From an optimization exercise on the open Yosys and OpenROAD flow, aimed at small area; shortcuts taken in it are not production practice. Function was checked by simulation only, so behaviour that the tests miss may differ from the original.

Design aht25_engine, start of the top module:
module aht25_engine (
    input  wire        clk,
    input  wire        rst,             
    input  wire        ev_connect,
    input  wire        ev_read,
    input  wire        ev_write,
    input  wire        ev_disconnect,
    input  wire [6:0]  address,
    input  wire        write_intent,    
    input  wire [7:0]  data,
    input  wire [31:0] hum,             
    input  wire [31:0] temp,            
    output reg         ack,
    output reg  [7:0]  rdata
);
==> flow/config.mk <==
export PLATFORM = sky130hd
export DESIGN_NAME = aht25_engine
export DESIGN_NICKNAME = aht25_engine
export VERILOG_FILES = /design/flow/design.v
export SDC_FILE = /design/flow/constraint.sdc
export NUM_CORES = 4
export LEC_CHECK = 0
export ABC_AREA = 1
export CAP_MARGIN = 20
export CORE_MARGIN = 2
export CORE_UTILIZATION = 40
export CTS_BUF_LIST = sky130_fd_sc_hd__clkbuf_4 sky130_fd_sc_hd__clkbuf_8
export CTS_CLUSTER_SIZE = 10
export SLEW_MARGIN = 20
==> flow/constraint.sdc <==
create_clock -name core_clock -period 30.0 [get_ports {clk}]
set_input_delay 6.0000 -clock core_clock [delete_from_list [all_inputs] [get_ports {clk}]]
set_output_delay 6.0000 -clock core_clock [all_outputs]
set_load 0.01 [all_outputs]
standard.sh (not shown) runs the stock make flow with config.mk's settings and CLKGATE_MAP_FILE= SYNTH_SCRIPT=/design/flow/synth_recipe.tcl, a recipe that flattens the netlist after the stock synthesis.
==> flow/flow/run.sh <==
#!/bin/bash
# Layout flow: the standard flow (standard.sh), with these changes:
#  - synthesis maps the logic with area-oriented ABC scripts (flow/abc_*.abc) in place of
#    ORFS's abc_area.script: each is run on the same netlist and the smallest result is kept.
#    Everything else in synthesis, and so every register, is as synth_recipe.tcl makes it.
#  - the port buffers are sky130_fd_sc_hd__buf_1;
#  - (flow/make_args.txt) ADDER_MAP_FILE is empty, so ABC maps the adders too, and CTS uses
#    clkbuf_4/clkbuf_8 without dummy loads;
#  - the make variables listed in flow/make_args.txt are added to the make command.
# Each tool's output is in orfs/logs/ (synthesis: orfs/logs/.../1_2_yosys.log, which also
# lists each script's area); make's own output is in flow.log.
set -euo pipefail
W=$(pwd)
cat > "$W/area_synth.tcl" <<TCL
set ::area_scripts [lsort [glob {$W/flow/abc_*.abc}]]
proc abc {args} {
  set i [lsearch -exact \$args -script]
  set li [lsearch -exact \$args -liberty]
  set lib [lindex \$args [expr {\$li + 1}]]
  design -save area_pre_abc
  set best_area ""
  set best_script ""
  foreach s \$::area_scripts {
    design -load area_pre_abc
    set a \$args
    lset a [expr {\$i + 1}] \$s
    yosys abc {*}\$a
    yosys tee -q -o {$W/abc_stat.txt} stat -liberty \$lib
    set f [open {$W/abc_stat.txt}]
    set txt [read \$f]
    close \$f
    regexp {Chip area for module '[^']*': ([0-9.]+)} \$txt -> area
    puts "area_synth: \$s gives \$area"
    if {\$best_area eq "" || \$area < \$best_area} {
      set best_area \$area
      set best_script \$s
      design -save area_best
    }
  }
  design -load area_best
  puts "area_synth: kept \$best_script (\$best_area)"
}
source {$W/synth_recipe.tcl}
TCL
sed "s#SYNTH_SCRIPT=[^ ]*#SYNTH_SCRIPT=$W/area_synth.tcl#" "$W/standard.sh" > "$W/area_standard.sh"
ARGS=("BUFFER_PORTS_ARGS=-buffer_cell sky130_fd_sc_hd__buf_1")
# further make variables, one per line
if [[ -f "$W/flow/make_args.txt" ]]; then
  while IFS= read -r line; do [[ -n "$line" ]] && ARGS+=("$line"); done < "$W/flow/make_args.txt"
fi
bash "$W/area_standard.sh" "${ARGS[@]}" finish > "$W/flow.log" 2>&1
==> flow/flow/abc_deep2.abc <==
strash
&get -n
&st
&deepsyn -T 120 -S 2
&dch -f
&nf -R 1000 -D 22000
&put
==> flow/flow/abc_deep3.abc <==
strash
&get -n
&st
&deepsyn -T 120 -S 3
&dch -f
&nf -R 1000 -D 22000
&put
==> flow/flow/abc_deep4.abc <==
strash
&get -n
&st
&deepsyn -T 120 -S 4
&dch -f
&nf -R 1000 -D 22000
&put
==> flow/flow/make_args.txt <==
CTS_ARGS=-sink_clustering_enable -repair_clock_nets -buf_list {sky130_fd_sc_hd__clkbuf_4 sky130_fd_sc_hd__clkbuf_8} -sink_clustering_size 20 -dont_use_dummy_load
ADDER_MAP_FILE=
The starting point ran to the end with no violations.
Next try:
--- a/flow/flow/run.sh
+++ b/flow/flow/run.sh
@@ -2 +2 @@
-# Layout flow: the standard flow (standard.sh), with these changes:
+# Layout flow: the standard flow (standard.sh), with two changes:
@@ -7,3 +7 @@
-#  - (flow/make_args.txt) ADDER_MAP_FILE is empty, so ABC maps the adders too, and CTS uses
-#    clkbuf_4/clkbuf_8 without dummy loads;
-#  - the make variables listed in flow/make_args.txt are added to the make command.
+#  - make variables listed in flow/make_args.txt, if any, are added to the make command.
==> flow/flow/abc_d.abc (new file) <==
strash
&get -n
&st
&deepsyn -T 120 -S 3
&dch -f
&nf -R 1000 -D 18000
&put
--- a/flow/flow/make_args.txt
+++ b/flow/flow/make_args.txt
@@ -2 +1,0 @@
-ADDER_MAP_FILE=
removed: flow/flow/abc_deep2.abc
removed: flow/flow/abc_deep3.abc
removed: flow/flow/abc_deep4.abc
What happened: Count of clock-buffer cells in the layout stays the same. Setup slack is worse by 0.24 ns. Core utilization shrinks by 1.3 points. Flip-flop and latch count stays the same.
Next try:
--- a/flow/flow/run.sh
+++ b/flow/flow/run.sh
@@ -2,2 +2,3 @@
-# Layout flow: the standard flow (standard.sh), with two changes:
-#  - synthesis maps the logic with area-oriented ABC scripts (flow/abc_*.abc) in place of
+# Layout flow: the standard flow (standard.sh), with these changes:
+#  - synthesis maps the logic with its own ABC scripts (flow/abc_*.abc: deep AIG optimisation,
+#    then delay balancing, then mapping with area recovery) in place of
@@ -7 +8,3 @@
-#  - make variables listed in flow/make_args.txt, if any, are added to the make command.
+#  - (flow/make_args.txt) ADDER_MAP_FILE is empty, so ABC maps the adders too, and CTS uses
+#    clkbuf_4/clkbuf_8 without dummy loads;
+#  - the make variables listed in flow/make_args.txt are added to the make command.
==> flow/flow/abc_bal1.abc (new file) <==
strash
&get -n
&st
&deepsyn -T 120 -S 1
&b -d
&dch -f
&nf -R 1000 -D 22000
&put
--- a/flow/flow/make_args.txt
+++ b/flow/flow/make_args.txt
@@ -1,0 +2 @@
+ADDER_MAP_FILE=
--- a/flow/config.mk
+++ b/flow/config.mk
@@ -13,0 +14 @@
+export PLACE_DENSITY = 0.75
removed: flow/flow/abc_d.abc
Outcome: Synthesized area drops by 5.0%. Core utilization drops by 0.44 points. Clock-buffer cell count is unchanged.
Next try:
--- a/flow/flow/run.sh
+++ b/flow/flow/run.sh
@@ -2,3 +2,2 @@
-# Layout flow: the standard flow (standard.sh), with these changes:
-#  - synthesis maps the logic with its own ABC scripts (flow/abc_*.abc: deep AIG optimisation,
-#    then delay balancing, then mapping with area recovery) in place of
+# Layout flow: the standard flow (standard.sh), with two changes:
+#  - synthesis maps the logic with area-oriented ABC scripts (flow/abc_*.abc) in place of
@@ -8,3 +7 @@
-#  - (flow/make_args.txt) ADDER_MAP_FILE is empty, so ABC maps the adders too, and CTS uses
-#    clkbuf_4/clkbuf_8 without dummy loads;
-#  - the make variables listed in flow/make_args.txt are added to the make command.
+#  - make variables listed in flow/make_args.txt, if any, are added to the make command.
@@ -52 +49,5 @@
-bash "$W/area_standard.sh" "${ARGS[@]}" finish > "$W/flow.log" 2>&1
+bash "$W/area_standard.sh" "${ARGS[@]}" synth > "$W/flow.log" 2>&1
+# after synthesis, the resizer may not use the larger buffers
+PLATFORM_DONT_USE=$(make -s -C "$FLOW_HOME" DESIGN_CONFIG="$W/config.mk" WORK_HOME="$W/orfs" print-DONT_USE_CELLS 2>/dev/null | sed -n 's/^DONT_USE_CELLS: //p')
+[[ -n "$PLATFORM_DONT_USE" ]] || { echo "could not read DONT_USE_CELLS" >> "$W/flow.log"; exit 1; }
+bash "$W/area_standard.sh" "${ARGS[@]}" "DONT_USE_CELLS=$PLATFORM_DONT_USE sky130_fd_sc_hd__buf_4 sky130_fd_sc_hd__buf_6 sky130_fd_sc_hd__buf_8 sky130_fd_sc_hd__buf_12 sky130_fd_sc_hd__buf_16" finish >> "$W/flow.log" 2>&1
==> flow/flow/abc_deep3.abc (new file) <==
strash
&get -n
&st
&deepsyn -T 120 -S 3
&dch -f
&nf -a -R 1000
&put
--- a/flow/flow/make_args.txt
+++ b/flow/flow/make_args.txt
@@ -2 +1,0 @@
-ADDER_MAP_FILE=
--- a/flow/config.mk
+++ b/flow/config.mk
@@ -14 +13,0 @@
-export PLACE_DENSITY = 0.75
removed: flow/flow/abc_bal1.abc
The new run finished with timing, DRC and antenna clean.
Routed wire length grows by 4.9%.
Non-clock buffer count climbs by 42.
Global-route usage went up by 1.3 points.
Flip-flop and latch count is unchanged.
Register-to-register slack improved by 0.69 ns.
Via count is higher by 2.8%.

## re-timing with driven ports
How much do the figures lean on ideal ports? The routed layouts below were timed once more, with nothing changed but the port constraints.
Step 1, drivers: a clkbuf_16 drives clk and a buf_2 each remaining input, both assumed.
Step 2 also shifts input and output timing later by t, the mid clock arrival at the registers, as if the neighbouring blocks saw the same clock.
Three values: no drivers, after step 1, after step 2; two values: the first two.
run	shift t [ns]	setup WS [ns]	worst setup path after step 2
the first run	0.348	2.539 / 2.549 / 2.201	input to register
the second run	0.349	2.296 / 2.307 / 1.958	input to register
the third run	0.347	1.993 / 2.001 / 1.654	input to register
the fourth run	0.355	2.745 / 2.755 / 2.399	input to register
After both steps setup and hold are still met in every run listed. For the fourth run, which loses most, drivers alone change the setup slack by +0.010 ns; drivers and shift together by -0.346 ns.
